This design comes from an exercise in tuning for small area on the open sky130 flow, not from production work.
The RTL was checked by simulation tests, not by an equivalence proof against the original design.
The clock port is modelled as an ideal driver; clocking choices that lean on that would not hold on a real chip.
Power figures rest on the tool's default switching activity, not on a simulated workload.

job 5247:
// kmb
module kmb (
    input  wire        clk,
    input  wire        rst,         
    input  wire [12:0] key_in,
    input  wire        btn_in,
    input  wire        tick_ms,
    input  wire        tx_ready,
    output wire        tx_valid,
    output wire [7:0]  tx_data,
    output wire        tx_last,
    output wire        led,
    output wire        overlay,
    output reg         res_valid,
    output reg  [2:0]  res_kind,
    output reg  [3:0]  res_line,
    output reg  [1:0]  res_slot
);
    localparam [4:0] S_IDLE  = 5'd0;
    localparam [4:0] S_SCAN  = 5'd1;
    localparam [4:0] S_TXN0  = 5'd2;    
    localparam [4:0] S_TXN1  = 5'd3;    
    localparam [4:0] S_TXN2  = 5'd4;    
    localparam [4:0] S_WSET  = 5'd5;    
    localparam [4:0] S_FLASH = 5'd16;
    localparam [4:0] S_WON   = 5'd17;   
    localparam [4:0] S_FGAP  = 5'd18;
    localparam [4:0] S_WOFF  = 5'd19;   
    localparam [4:0] S_TOP   = 5'd20;
    localparam [4:0] S_CH    = 5'd21;
    localparam [4:0] S_TXC0  = 5'd22;   
    localparam [4:0] S_TXC1  = 5'd23;   
    localparam [4:0] S_CHW   = 5'd24;
    localparam [4:0] S_WCH   = 5'd25;   
    localparam [4:0] S_OCTDN = 5'd26;
    localparam [4:0] S_WDN   = 5'd27;   
    localparam [4:0] S_OCTUP = 5'd28;
    localparam [4:0] S_WUP   = 5'd29;   
    localparam [2:0] K_CLAIM    = 3'd0;
    localparam [2:0] K_FREE     = 3'd2;
    localparam [2:0] K_OVERFLOW = 3'd3;
    localparam [2:0] K_SPURIOUS = 3'd4;
    reg [4:0]  st;
    reg [12:0] cur;        
    reg [12:0] ack;        
    reg [3:0]  octave;
    reg [1:0]  preset;
    reg [3:0]  slot_k0, slot_k1, slot_k2, slot_k3;    
    reg [8:0]  cnt;        
  ...
For scale: ~75 flip-flops, ~3800 um^2 of cells after synthesis.
==> flow/config.mk <==
export PLATFORM = sky130hd
export DESIGN_NAME = kmb
export DESIGN_NICKNAME = kmb
export VERILOG_FILES = /design/flow/design.v
export SDC_FILE = /design/flow/constraint.sdc
export NUM_CORES = 4
export LEC_CHECK = 0
export CAP_MARGIN = 20
export CORE_MARGIN = 2
export CORE_UTILIZATION = 40
export SLEW_MARGIN = 20
==> flow/constraint.sdc <==
create_clock -name core_clock -period 10.0 [get_ports {clk}]
set_input_delay 2.0000 -clock core_clock [delete_from_list [all_inputs] [get_ports {clk}]]
set_output_delay 2.0000 -clock core_clock [all_outputs]
set_load 0.01 [all_outputs]
standard.sh (not shown) runs the stock make flow with config.mk's settings and CLKGATE_MAP_FILE= SYNTH_SCRIPT=/design/flow/synth_recipe.tcl, a recipe that flattens the netlist after the stock synthesis.
==> flow/flow/run.sh <==
#!/bin/bash
# Own layout flow: the standard ORFS flow (standard.sh) with
#  - synthesis as standard (same script, same register mapping) except for
#    the combinational mapping: no full-adder extraction, and an ABC script
#    built on &deepsyn; it runs with four random seeds and keeps the netlist
#    with the smallest cell area,
#  - minimum-size port buffers,
#  - no timing-driven global placement,
#  - a two-level clock tree built by flow/cts_tree.tcl.
# Each tool's output goes to the logs ORFS writes under orfs/ and syn*/;
# this script's own output goes to run_*.log in the work folder.
set -euo pipefail
W=$PWD
F=$W/flow
sed "s#^source \$::env(SCRIPTS_DIR)/synth_preamble.tcl#&\nset abc_args [list -script \$::env(MY_ABC_SCRIPT) {*}\$lib_args {*}\$lib_dont_use_args -constr \$::env(OBJECTS_DIR)/abc.constr]#" \
    "$FLOW_HOME/scripts/synth.tcl" > "$W/synth_mod.tcl"
sed "s#\$::env(SCRIPTS_DIR)/synth.tcl#$W/synth_mod.tcl#" "$W/synth_recipe.tcl" > "$W/my_synth.tcl"

ARGS=(SYNTH_SCRIPT="$W/my_synth.tcl" ADDER_MAP_FILE= ABC_AREA=1 GPL_TIMING_DRIVEN=0
      BUFFER_PORTS_ARGS="-buffer_cell sky130_fd_sc_hd__buf_1"
      CTS_ARGS="-clk_nets clk -repair_clock_nets -dont_use_dummy_load"
      PRE_CTS_TCL="$F/cts_tree.tcl")

# synthesis with several ABC seeds, in parallel
SEEDS="0 1 2 3"
for s in $SEEDS; do
  sed "s/@SEED@/$s/" "$F/area.abc" > "$W/area_$s.abc"
  bash "$W/standard.sh" "${ARGS[@]}" WORK_HOME="$W/syn$s" MY_ABC_SCRIPT="$W/area_$s.abc" synth \
      > "$W/run_synth_$s.log" 2>&1 &
done
wait
best=""
best_area=""
for s in $SEEDS; do
  rpt="$W/syn$s/reports/sky130hd/kmb/base/synth_stat.txt"
  [[ -f "$rpt" ]] || continue
  a=$(awk '/Chip area/ {print $NF}' "$rpt")
  echo "seed $s: area $a" >> "$W/run_select.log"
  if [[ -z "$best" ]] || awk -v a="$a" -v b="$best_area" 'BEGIN {exit !(a < b)}'; then
    best=$s
    best_area=$a
  fi
done
echo "selected seed $best ($best_area)" >> "$W/run_select.log"
rm -rf "$W/orfs"
cp -a "$W/syn$best" "$W/orfs"
bash "$W/standard.sh" "${ARGS[@]}" MY_ABC_SCRIPT="$W/area_$best.abc" finish > "$W/run_flow.log" 2>&1
==> flow/flow/cts_tree.tcl <==
# Two-level clock tree built here instead of by TritonCTS: the register
# clock pins are split into K groups of equal size by k-means on their positions; each
# group is driven by one leaf buffer at its centre, and one root buffer at
# the centre of the leaves drives the leaf buffers from the clock port.
set K 6
set leaf_master [[ord::get_db] findMaster sky130_fd_sc_hd__buf_6]
set root_master [[ord::get_db] findMaster sky130_fd_sc_hd__clkbuf_2]
set block [ord::get_db_block]
set clknet [$block findNet clk]
set pts {}
foreach it [$clknet getITerms] {
  set bb [[$it getInst] getBBox]
  lappend pts [list $it [expr {([$bb xMin] + [$bb xMax]) / 2.0}] [expr {([$bb yMin] + [$bb yMax]) / 2.0}]]
}
set n [llength $pts]
set pts [lsort -real -index 1 $pts]
# initial centres: spread along x
set cx {}
set cy {}
for {set k 0} {$k < $K} {incr k} {
  set p [lindex $pts [expr {int(($k + 0.5) * $n / $K)}]]
  lappend cx [lindex $p 1]
  lappend cy [lindex $p 2]
}
# k-means with at most ceil(n / K) registers per group: each pass assigns
# the (register, group) pairs in order of distance, skipping full groups
set cap [expr {($n + $K - 1) / $K}]
for {set iter 0} {$iter < 30} {incr iter} {
  set pairs {}
  for {set i 0} {$i < $n} {incr i} {
    set p [lindex $pts $i]
    for {set k 0} {$k < $K} {incr k} {
      set d [expr {abs([lindex $p 1] - [lindex $cx $k]) + abs([lindex $p 2] - [lindex $cy $k])}]
      lappend pairs [list $d $i $k]
    }
  }
  set pairs [lsort -real -index 0 $pairs]
  set asg [lrepeat $n -1]
  set fill [lrepeat $K 0]
  foreach pr $pairs {
    lassign $pr d i k
    if {[lindex $asg $i] >= 0 || [lindex $fill $k] >= $cap} continue
    lset asg $i $k
    lset fill $k [expr {[lindex $fill $k] + 1}]
  }
  set sx [lrepeat $K 0.0]; set sy [lrepeat $K 0.0]; set sc [lrepeat $K 0]
  foreach p $pts a $asg {
    lset sx $a [expr {[lindex $sx $a] + [lindex $p 1]}]
    lset sy $a [expr {[lindex $sy $a] + [lindex $p 2]}]
    lset sc $a [expr {[lindex $sc $a] + 1}]
  }
  for {set k 0} {$k < $K} {incr k} {
    if {[lindex $sc $k] > 0} {
      lset cx $k [expr {[lindex $sx $k] / [lindex $sc $k]}]
      lset cy $k [expr {[lindex $sy $k] / [lindex $sc $k]}]
    }
  }
}
set root [odb::dbInst_create $block $root_master clkbuf_root]
set rnet [odb::dbNet_create $block clknet_root]
$rnet setSigType CLOCK
set rx 0.0; set ry 0.0; set used 0
for {set k 0} {$k < $K} {incr k} {
  if {[lindex $sc $k] == 0} continue
  set b [odb::dbInst_create $block $leaf_master clkbuf_leaf_$k]
  set net [odb::dbNet_create $block clknet_leaf_$k]
  $net setSigType CLOCK
  foreach p $pts a $asg {
    if {$a == $k} {
      set it [lindex $p 0]
      $it disconnect
      $it connect $net
    }
  }
  [$b findITerm A] connect $rnet
  [$b findITerm X] connect $net
  $b setLocation [expr {int([lindex $cx $k])}] [expr {int([lindex $cy $k])}]
  $b setPlacementStatus PLACED
  set rx [expr {$rx + [lindex $cx $k]}]
  set ry [expr {$ry + [lindex $cy $k]}]
  incr used
  puts "clock tree: leaf $k drives [lindex $sc $k] registers"
}
[$root findITerm A] connect $clknet
[$root findITerm X] connect $rnet
$root setLocation [expr {int($rx / $used)}] [expr {int($ry / $used)}]
$root setPlacementStatus PLACED
puts "clock tree: root drives $used leaf buffers, $n registers in all"
Other scripts of this flow, unchanged in this note and not shown: flow/flow/area.abc
#### Input delta (job 218 over job 5247)
--- a/flow/flow/cts_tree.tcl
+++ b/flow/flow/cts_tree.tcl
@@ -2 +2 @@
-# clock pins are split into K groups of equal size by k-means on their positions; each
+# clock pins are split into K groups by k-means on their positions; each
@@ -5,3 +5,3 @@
-set K 6
-set leaf_master [[ord::get_db] findMaster sky130_fd_sc_hd__buf_6]
-set root_master [[ord::get_db] findMaster sky130_fd_sc_hd__clkbuf_2]
+set K 5
+set leaf_master [[ord::get_db] findMaster sky130_fd_sc_hd__clkbuf_8]
+set root_master [[ord::get_db] findMaster sky130_fd_sc_hd__clkbuf_4]
@@ -25,3 +24,0 @@
-# k-means with at most ceil(n / K) registers per group: each pass assigns
-# the (register, group) pairs in order of distance, skipping full groups
-set cap [expr {($n + $K - 1) / $K}]
@@ -29,3 +26,4 @@
-  set pairs {}
-  for {set i 0} {$i < $n} {incr i} {
-    set p [lindex $pts $i]
+  set asg {}
+  foreach p $pts {
+    set best 0
+    set bd 1e30
@@ -34 +32 @@
-      lappend pairs [list $d $i $k]
+      if {$d < $bd} { set bd $d; set best $k }
@@ -36,9 +34 @@
-  }
-  set pairs [lsort -real -index 0 $pairs]
-  set asg [lrepeat $n -1]
-  set fill [lrepeat $K 0]
-  foreach pr $pairs {
-    lassign $pr d i k
-    if {[lindex $asg $i] >= 0 || [lindex $fill $k] >= $cap} continue
-    lset asg $i $k
-    lset fill $k [expr {[lindex $fill $k] + 1}]
+    lappend asg $best
==> comparison <==
- The fraction of power consumed by combinational cells of job 5247 and that of job 218 are within noise of each other.
- Comparing worst setup slack for job 218 and job 5247, the bigger number came from job 5247.
- Going from job 5247 to job 218, post-layout instance count excluding filler cells saw little to no change; sequential share of layout area shows no meaningful change; power attributed to combinational cells roughly the same.
What job 2941 does differently from job 218 at the input level:
--- a/flow/flow/cts_tree.tcl
+++ b/flow/flow/cts_tree.tcl
@@ -2 +2 @@
-# clock pins are split into K groups by k-means on their positions; each
+# clock pins are split into K groups of equal size by k-means on their positions; each
@@ -6,2 +6,2 @@
-set leaf_master [[ord::get_db] findMaster sky130_fd_sc_hd__clkbuf_8]
-set root_master [[ord::get_db] findMaster sky130_fd_sc_hd__clkbuf_4]
+set leaf_master [[ord::get_db] findMaster sky130_fd_sc_hd__buf_6]
+set root_master [[ord::get_db] findMaster sky130_fd_sc_hd__clkbuf_2]
@@ -24,0 +25,3 @@
+# k-means with at most ceil(n / K) registers per group: each pass assigns
+# the (register, group) pairs in order of distance, skipping full groups
+set cap [expr {($n + $K - 1) / $K}]
@@ -26,4 +29,3 @@
-  set asg {}
-  foreach p $pts {
-    set best 0
-    set bd 1e30
+  set pairs {}
+  for {set i 0} {$i < $n} {incr i} {
+    set p [lindex $pts $i]
@@ -32 +34 @@
-      if {$d < $bd} { set bd $d; set best $k }
+      lappend pairs [list $d $i $k]
@@ -34 +36,9 @@
-    lappend asg $best
+  }
+  set pairs [lsort -real -index 0 $pairs]
+  set asg [lrepeat $n -1]
+  set fill [lrepeat $K 0]
+  foreach pr $pairs {
+    lassign $pr d i k
+    if {[lindex $asg $i] >= 0 || [lindex $fill $k] >= $cap} continue
+    lset asg $i $k
+    lset fill $k [expr {[lindex $fill $k] + 1}]
## What came out
- [diff] reported net switching power, job 2941 relative to job 218: regression
- As of job 2941, wire length had risen slightly compared to job 218.
- met2 wirelength from detailed routing ended up about 1.3% higher on job 2941 than on job 218.

[re-timing with driven ports]
The flow's constraints put no driver on any port. The routed layouts listed below were extracted and timed again, unchanged, in two steps.
Step 1: set_driving_cell puts a clkbuf_16 on clk and a buf_2 on each other input, an assumption about the parent block.
Step 2 times the ports against the registers' clock, not the clock port: input delays grow and output delays shrink by t, the midpoint of the rising clock arrivals with the driver on.
Slacks: ideal / step 1 / step 2; pairs: ideal / step 1.
run | shift t [ns] | setup WS [ns] | hold WS [ns] | worst setup path at the end | worst slew at a driven data input, ns
job 5247 | 0.506 | 4.803 / 4.803 / 4.803 | 0.471 / 0.471 / 0.471 | register to register | 0.03
job 218 | 0.424 | 4.788 / 4.788 / 4.788 | 0.476 / 0.476 / 0.476 | register to register | 0.03
job 2941 | 0.483 | 4.784 / 4.784 / 4.784 | 0.473 / 0.473 / 0.473 | register to register | 0.03
After both steps every run listed still meets setup and hold.
